What follows belongs to an exercise in optimizing a design on an open flow for small area, a short achievable clock period and few clock cycles; a production flow would make more cautious choices. Where RTL was checked, it was by simulation tests only, not by an equivalence proof against the original. Power is estimated from default activity; no workload was simulated.

## ldp_fc
module ldp_fc #(
    parameter PBUF_SIZE = 64
) (
    input  wire        clk,
    input  wire        rst,           
    input  wire        cmd_valid,
    output wire        cmd_ready,
    input  wire [31:0] cmd,
    input  wire        rx_valid,
    output wire        rx_ready,
    input  wire [7:0]  rx_data,
    output wire        tx_valid,
    input  wire        tx_ready,
    output wire [7:0]  tx_data,
    output wire        po_valid,
    input  wire        po_ready,
    output wire [7:0]  po_data,
    output wire        busy,
    output wire [10:0] stat,          
    output wire [15:0] crc,
    output wire [1:0]  s3,
    output wire [1:0]  s4,
    output wire [15:0] pwp,
    output wire [15:0] alen,
    output wire [15:0] idx,
    output wire [7:0]  rid,
    output wire [15:0] rlen,
    output wire [7:0]  rinst,
    output wire [7:0]  rerr,
    output wire [15:0] rem,
    output wire [15:0] rcrc,
    output wire [15:0] nlog
);
    localparam TS = 2;
    localparam OP_CRC_CLR  = 4'h1;
    localparam OP_CRC_LD   = 4'h2;
    localparam OP_CRC_ADV  = 4'h3;
    localparam OP_CRC_FOLD = 4'h4;
    localparam OP_S3_CLR   = 4'h5;
  ...
Size: about 2200 cells after synthesis, about 760 flip-flops, roughly 230 I/O pins, about 26000 um^2 of cells after synthesis.
clock: 10.0 ns
lec_check: 0
abc_clock_period_in_ps: 4000
cap_margin: 20
core_margin: 2
core_utilization: 40
cts_buf_list: sky130_fd_sc_hd__clkbuf_4 sky130_fd_sc_hd__clkbuf_8
setup_slack_margin: 5
slew_margin: 20
standard.sh (not shown) runs the stock make flow with config.mk's settings and CLKGATE_MAP_FILE= SYNTH_SCRIPT=/design/flow/synth_recipe.tcl, a recipe that flattens the netlist after the stock synthesis.
==> flow/flow/run.sh <==
#!/bin/bash
set -euo pipefail
sed 's/SETUP_SLACK_MARGIN=[0-9.]*/SETUP_SLACK_MARGIN=7.0/' standard.sh > standard_tight.sh
bash standard_tight.sh > standard_tight.log 2>&1
Rerun with:
==> flow/flow/run.sh (replaced) <==
#!/bin/bash
set -euo pipefail
sed 's/SETUP_SLACK_MARGIN=[0-9.]*/SETUP_SLACK_MARGIN=6.7/' standard.sh > standard_tight.sh
bash standard_tight.sh > standard_tight.log 2>&1
=>
- The changed run completed without violations
- design area fell by 5.1%
- global-route usage fell by 0.18 points
- sequential cell count is unchanged
- non-clock buffer count fell by 70
- clock power rose by about 2%
- final cell count fell by 1.9%
- setup slack gets worse by 71 ps
No functional check of the RTL was part of any run of this note.

========
Setup of cedar:
ldp_fc, a different RTL version from the one above (not shown whole).
Size: roughly 760 flip-flops.
## ldp_fc
module ldp_fc #(
    parameter PBUF_SIZE = 64
) (
    input  wire        clk,
    input  wire        rst,           
    input  wire        cmd_valid,
    output wire        cmd_ready,
    input  wire [31:0] cmd,
    input  wire        rx_valid,
    output wire        rx_ready,
    input  wire [7:0]  rx_data,
    output wire        tx_valid,
    input  wire        tx_ready,
    output wire [7:0]  tx_data,
    output wire        po_valid,
    input  wire        po_ready,
    output wire [7:0]  po_data,
    output wire        busy,
    output wire [10:0] stat,          
    output wire [15:0] crc,
    output wire [1:0]  s3,
    output wire [1:0]  s4,
    output wire [15:0] pwp,
    output wire [15:0] alen,
    output wire [15:0] idx,
    output wire [7:0]  rid,
    output wire [15:0] rlen,
    output wire [7:0]  rinst,
    output wire [7:0]  rerr,
    output wire [15:0] rem,
    output wire [15:0] rcrc,
    output wire [15:0] nlog
);
clock: 10.0 ns
lec_check: 0
abc_clock_period_in_ps: 4000
cap_margin: 20
core_margin: 2
core_utilization: 40
cts_buf_list: sky130_fd_sc_hd__clkbuf_4 sky130_fd_sc_hd__clkbuf_8
setup_slack_margin: 5
slew_margin: 20
==> flow/flow/run.sh <==
#!/bin/bash
# The standard layout, with these changes to how it is made:
#  * every input and output port is buffered as usual, with buf_2 cells;
#  * clock tree synthesis does not add dummy loads (its other arguments are
#    the standard ones: sink clustering, clock-net repair, the buffer list).
# Clock period, constraints and every other step are the standard ones.
set -euo pipefail
export BUFFER_PORTS_ARGS='-inputs -outputs -buffer_cell sky130_fd_sc_hd__buf_2'
export CTS_ARGS='-sink_clustering_enable -repair_clock_nets -buf_list {sky130_fd_sc_hd__clkbuf_4 sky130_fd_sc_hd__clkbuf_8} -dont_use_dummy_load'
sed 's/SETUP_SLACK_MARGIN=[0-9.]*/SETUP_SLACK_MARGIN=6.7/' standard.sh > standard_tight.sh
bash standard_tight.sh > standard_tight.log 2>&1
cedar finished every step from synthesis to the final layout, and the layout passed the timing, design-rule and antenna checks.
Testbench counts of cedar, summed over its fixed seeds: cycles 14,027.
Input changes introduced in indigo (baseline for comparison: cedar):
==> flow/flow/run.sh <==
#!/bin/bash
set -euo pipefail
export CTS_ARGS='-sink_clustering_enable -repair_clock_nets -buf_list {sky130_fd_sc_hd__clkbuf_4 sky130_fd_sc_hd__clkbuf_8} -dont_use_dummy_load'
sed 's/SETUP_SLACK_MARGIN=[0-9.]*/SETUP_SLACK_MARGIN=6.7/' standard.sh > standard_tight.sh
bash standard_tight.sh > standard_tight.log 2>&1
### Flow results
[diff] net load switching power, indigo relative to cedar: regression
indigo vs cedar on number of antenna repair diodes: indigo is the higher one.
Compared with cedar, in indigo power consumption ~0 delta; setup skew after layout -6.4 ps.
Cell area was lower in cedar than in indigo.
Relative to cedar, fmax decreased by 0.96% in indigo.
indigo — cell depth of the worst flop-to-flop path 10 lower, cedar as reference
Setup changes, indigo to sierra
diff --git a/flow/flow/run.sh b/flow/flow/run.sh
--- a/flow/flow/run.sh
+++ b/flow/flow/run.sh
@@ -1,0 +2,5 @@
+# The standard layout, with these changes to how it is made:
+#  * every input and output port is buffered as usual, with buf_1 cells;
+#  * clock tree synthesis does not add dummy loads (its other arguments are
+#    the standard ones: sink clustering, clock-net repair, the buffer list).
+# Clock period, constraints and every other step are the standard ones.
@@ -2,0 +8 @@
+export BUFFER_PORTS_ARGS='-inputs -outputs -buffer_cell sky130_fd_sc_hd__buf_1'
@@ -4 +10 @@
-sed 's/SETUP_SLACK_MARGIN=[0-9.]*/SETUP_SLACK_MARGIN=6.7/' standard.sh > standard_tight.sh
+sed 's/SETUP_SLACK_MARGIN=[0-9.]*/SETUP_SLACK_MARGIN=6.5/' standard.sh > standard_tight.sh
## What came out
The worst setup slack after placement in sierra sits 650 ps above the value recorded for indigo.
indigo → sierra: met3 track demand over resource rose by 0.53 points; final setup slack of the worst path climbed 75 ps; clock period minus final worst setup slack now sits lower; final cell count fell by 2.7%; non-clock buffer count -about 27%.
The following lists how quartz was set up differently from sierra:
==> flow/flow/run.sh <==
#!/bin/bash
set -euo pipefail
sed 's/SETUP_SLACK_MARGIN=[0-9.]*/SETUP_SLACK_MARGIN=6.7/' standard.sh > standard_tight.sh
bash standard_tight.sh > standard_tight.log 2>&1
diff --git a/flow/config.mk b/flow/config.mk
--- a/flow/config.mk
+++ b/flow/config.mk
@@ -12 +12 @@
-export CTS_BUF_LIST = sky130_fd_sc_hd__clkbuf_4 sky130_fd_sc_hd__clkbuf_8
+export CTS_BUF_LIST = sky130_fd_sc_hd__clkbuf_4
[summary]
Comparing quartz and sierra, the lower top achievable clock speed was measured on quartz. Between quartz and sierra, the post-CTS setup buffer count is higher for quartz. Sort quartz and sierra by detailed-route wire length, descending, and quartz comes first. In terms of total half-perimeter wirelength after legalization and detailed placement, quartz and sierra differ only marginally. On worst setup slack, quartz does worse than sierra. Comparing quartz and sierra, the lower met1 usage was measured on sierra.
Relative to quartz, the following input files were edited for juniper:
diff --git a/flow/config.mk b/flow/config.mk
--- a/flow/config.mk
+++ b/flow/config.mk
@@ -12 +12 @@
-export CTS_BUF_LIST = sky130_fd_sc_hd__clkbuf_4
+export CTS_BUF_LIST = sky130_fd_sc_hd__clkbuf_4 sky130_fd_sc_hd__clkbuf_8
The met2 wire length in juniper was lower than what quartz gave. Comparing juniper and quartz, the higher total wire length after detailed routing is on quartz. The higher first-pass iteration count of the detailed router came out of juniper. Of juniper and quartz, the lower global-route usage belongs to juniper.
The inputs of xenon differ from those of juniper as listed below.
==> flow/flow/run.sh <==
#!/bin/bash
# The standard layout, with these changes to how it is made:
#  * every input and output port is buffered as usual, with buf_1 cells;
#  * clock tree synthesis does not add dummy loads (its other arguments are
#    the standard ones: sink clustering, clock-net repair, the buffer list).
# Clock period, constraints and every other step are the standard ones.
set -euo pipefail
export BUFFER_PORTS_ARGS='-inputs -outputs -buffer_cell sky130_fd_sc_hd__buf_1'
export CTS_ARGS='-sink_clustering_enable -repair_clock_nets -buf_list {sky130_fd_sc_hd__clkbuf_4 sky130_fd_sc_hd__clkbuf_8} -dont_use_dummy_load'
sed 's/SETUP_SLACK_MARGIN=[0-9.]*/SETUP_SLACK_MARGIN=7.0/' standard.sh > standard_tight.sh
bash standard_tight.sh > standard_tight.log 2>&1
- Compared with juniper, xenon shows a lower met1 capacity usage during global routing.
- Across both runs, register-to-register slack was higher for xenon than for juniper.
- Summary of xenon over juniper: global-route wire length before repair increased 2.1%; wire length the detailed router placed on met1 increased 480 um.
- The combinational share of power reported for xenon is greater than that of juniper by 1.0 points.
- Compared with juniper, xenon ends up with a larger final cell area.

========
== run A ==
Starting RTL as in the previous note.
Settings: LEC_CHECK=0, ABC_CLOCK_PERIOD_IN_PS=4000, CAP_MARGIN=0, CORE_MARGIN=2, CORE_UTILIZATION=40, CTS_BUF_LIST=sky130_fd_sc_hd__clkbuf_4 sky130_fd_sc_hd__clkbuf_8, SETUP_SLACK_MARGIN=5, SLEW_MARGIN=0; clock period 10.0 ns.
==> flow/flow/run.sh <==
#!/bin/bash
set -euo pipefail
sed 's/SETUP_SLACK_MARGIN=[0-9.]*/SETUP_SLACK_MARGIN=6.7/' standard.sh > standard_tight.sh
bash standard_tight.sh > standard_tight.log 2>&1
Run A: no failed stages, no open violations at the end
Testbench counts of run A, summed over its fixed seeds: cycles 14,027.
For run C, these inputs were changed with respect to run A:
- changing CAP_MARGIN from 0 to 20
- changing SLEW_MARGIN from 0 to 20
==> flow/flow/run.sh <==
#!/bin/bash
# The standard layout, with these changes to how it is made:
#  * every input and output port is buffered as usual, with buf_1 cells;
#  * clock tree synthesis does not add dummy loads (its other arguments are
#    the standard ones: sink clustering, clock-net repair, the buffer list).
# Clock period, constraints and every other step are the standard ones.
set -euo pipefail
export BUFFER_PORTS_ARGS='-inputs -outputs -buffer_cell sky130_fd_sc_hd__buf_1'
export CTS_ARGS='-sink_clustering_enable -repair_clock_nets -buf_list {sky130_fd_sc_hd__clkbuf_4 sky130_fd_sc_hd__clkbuf_8} -dont_use_dummy_load'
sed 's/SETUP_SLACK_MARGIN=[0-9.]*/SETUP_SLACK_MARGIN=6.7/' standard.sh > standard_tight.sh
bash standard_tight.sh > standard_tight.log 2>&1
### Flow results
Run C: PASS, flow complete, no timing, DRC or antenna violations. Changes observed in run C relative to run A: net switching power figure has decreased, flip-flop and latch count shows no meaningful change, wire length went down by 4.4%, depth of the worst register-to-register path increased by 8 relative to the old numbers, met1 usage in global routing dropped 0.64 points. Compared with run A, run C shows a post-route minimum period that is 0.017 ns lower.

========
Setup of build 33:
Starting RTL as in the previous note.
export LEC_CHECK = 0
export ABC_CLOCK_PERIOD_IN_PS = 4000
export CAP_MARGIN = 20
export CORE_MARGIN = 2
export CORE_UTILIZATION = 40
export CTS_BUF_LIST = sky130_fd_sc_hd__clkbuf_4 sky130_fd_sc_hd__clkbuf_8
export SETUP_SLACK_MARGIN = 5
export SLEW_MARGIN = 20
create_clock -name core_clock -period 10.0 [get_ports {clk}]
==> flow/flow/run.sh <==
#!/bin/bash
# The standard layout, with these changes to how it is made:
#  * every input and output port is buffered as usual, with buf_1 cells;
#  * clock tree synthesis does not add dummy loads (its other arguments are
#    the standard ones: sink clustering, clock-net repair, the buffer list).
# Clock period, constraints and every other step are the standard ones.
set -euo pipefail
export BUFFER_PORTS_ARGS='-inputs -outputs -buffer_cell sky130_fd_sc_hd__buf_1'
export CTS_ARGS='-sink_clustering_enable -repair_clock_nets -buf_list {sky130_fd_sc_hd__clkbuf_4 sky130_fd_sc_hd__clkbuf_8} -dont_use_dummy_load'
sed 's/SETUP_SLACK_MARGIN=[0-9.]*/SETUP_SLACK_MARGIN=6.2/' standard.sh > standard_tight.sh
bash standard_tight.sh > standard_tight.log 2>&1
Build 33 finished end to end and its layout was clean on timing, DRC and antenna.
Testbench counts of build 33, summed over its fixed seeds: cycles 14,027.
Changes in build 21 relative to build 33:
- CORE_UTILIZATION now 55, was 40
==> flow/flow/run.sh <==
#!/bin/bash
set -euo pipefail
sed 's/SETUP_SLACK_MARGIN=[0-9.]*/SETUP_SLACK_MARGIN=6.7/' standard.sh > standard_tight.sh
bash standard_tight.sh > standard_tight.log 2>&1
==> run notes <==
- Taking build 33 as the reference point, the required time of the worst setup path of build 21 rises by 0.03 ns.
- Summary: with build 33 as the reference, placed instance count in build 21 moved down by a little under 10%.
- The lower number of ordinary and repair buffers in the finished layout of build 21 and build 33 is in build 33.
- Diff build 33 -> build 21 | fraction of area in non-clock buffers | increase of 4.7 points
- In the tables for build 21 and build 33, non-filler instance count after layout reads lower with build 21.
- Build 21 ended with more area taken by flip-flops and latches than build 33.
- NOTE: utilization after layout in build 21 exceeds that of build 33
- Diff build 33 -> build 21: switching component of the power went up; smallest setup slack after layout went up by 0.13 ns.
- The startpoint of the most critical setup path comes out cmd[1] in one run and cmd[2] in the other, namely in build 33 and build 21 respectively.
- The highest routing layer actually used comes out met5 in one run and met4 in the other, namely in build 21 and build 33 respectively.
- On starting density of the core: between build 21 and build 33, it ends up lower for build 33.
Edits applied to the flow inputs when going from build 21 to build 35:
- changing CORE_UTILIZATION from 55 to 40
==> flow/flow/run.sh <==
#!/bin/bash
set -euo pipefail
export CTS_ARGS='-sink_clustering_enable -repair_clock_nets -buf_list {sky130_fd_sc_hd__clkbuf_4 sky130_fd_sc_hd__clkbuf_8} -dont_use_dummy_load'
sed 's/SETUP_SLACK_MARGIN=[0-9.]*/SETUP_SLACK_MARGIN=6.9/' standard.sh > standard_tight.sh
bash standard_tight.sh > standard_tight.log 2>&1
- As of build 35, final area had risen by a few percent compared to build 21.
- Build 21 has a lower half-perimeter wire length after detailed placement than build 35.
- Build 35 ends up with lower fraction of the core area covered by cells at the end of the flow than build 21 does.
- Wire: build 35 routes more than build 21
- As far as final count of pins violating max slew goes, build 35 and build 21 are indistinguishable; the numbers are identical.
- Summary of the comparison: number of fillers in the final layout is higher in build 35, relative to build 21.
- NOTE: sequential share of layout area in build 35 falls short of that of build 21
- NOTE: shortest period the worst path allows in build 35 exceeds that of build 21
- [build 35 vs build 21] average via count per standard cell: lower in build 35
Modified inputs, build 51 compared to build 35
- removing ABC_CLOCK_PERIOD_IN_PS (formerly 4000)
==> flow/flow/run.sh <==
#!/bin/bash
# The standard layout, with these changes to how it is made:
#  * every input and output port is buffered as usual, with buf_1 cells;
#  * clock tree synthesis does not add dummy loads (its other arguments are
#    the standard ones: sink clustering, clock-net repair, the buffer list).
# Clock period, constraints and every other step are the standard ones.
set -euo pipefail
export BUFFER_PORTS_ARGS='-inputs -outputs -buffer_cell sky130_fd_sc_hd__buf_1'
export CTS_ARGS='-sink_clustering_enable -repair_clock_nets -buf_list {sky130_fd_sc_hd__clkbuf_4 sky130_fd_sc_hd__clkbuf_8} -dont_use_dummy_load'
sed 's/SETUP_SLACK_MARGIN=[0-9.]*/SETUP_SLACK_MARGIN=6.5/' standard.sh > standard_tight.sh
bash standard_tight.sh > standard_tight.log 2>&1
Findings:
Taking build 35 as the reference, in build 51 proportion of layout cells with a drive suffix above 1 went down; detailed placer's ending HPWL -1.7%. On aggregate routed wire length: build 51 sits below build 35.

-- separate check: timing with driven ports --
Ports are ideal in the flow. The routed layouts listed here were re-timed in OpenROAD.
Step 1 (the two cells are an assumption about what drives the block):
set clk [get_ports {clk}]
set_driving_cell -lib_cell sky130_fd_sc_hd__clkbuf_16 $clk
set_driving_cell -lib_cell sky130_fd_sc_hd__buf_2 [delete_from_list [all_inputs] $clk]
Step 2 moves the port delays by t, midway between the first and last clock arrival at a register: inputs arrive t later, outputs are due t later. That takes back most of the time a late clock gives input paths.
Slacks: ideal / step 1 / step 2; pairs: ideal / step 1.
run | shift t [ns] | slack for setup (ns) | worst setup path at the end | worst register clock-pin slew, ns | pins driven straight from the clock port
the first run of note 1 | 0.784 | 6.665 / 6.611 / 5.914 | input to register | 0.07 / 0.07 | 1
the second run of note 1 | 0.792 | 6.593 / 6.540 / 5.866 | input to register | 0.07 / 0.07 | 1
cedar | 0.724 | 6.421 / 6.433 / 5.710 | input to register | 0.07 / 0.07 | 1
indigo | 0.733 | 6.387 / 6.394 / 5.661 | input to register | 0.07 / 0.07 | 1
sierra | 0.728 | 6.462 / 6.484 / 5.767 | input to register | 0.07 / 0.07 | 1
quartz | 1.058 | 6.327 / 6.271 / 5.683 | input to register | 0.07 / 0.07 | 1
juniper | 0.764 | 6.428 / 6.435 / 5.670 | input to register | 0.08 / 0.08 | 1
xenon | 0.732 | 6.331 / 6.317 / 5.585 | input to register | 0.06 / 0.06 | 1
run A | 0.764 | 6.428 / 6.435 / 5.670 | input to register | 0.08 / 0.08 | 1
run C | 0.726 | 6.445 / 6.445 / 5.719 | input to register | 0.06 / 0.06 | 1
build 33 | 0.731 | 6.229 / 6.260 / 5.529 | input to register | 0.07 / 0.07 | 1
build 21 | 0.774 | 6.361 / 6.384 / 5.609 | input to register | 0.07 / 0.07 | 1
build 35 | 0.733 | 6.298 / 6.327 / 5.594 | input to register | 0.07 / 0.07 | 1
build 51 | 0.728 | 6.462 / 6.484 / 5.767 | input to register | 0.07 / 0.07 | 1
After both steps every run listed still meets setup and hold.
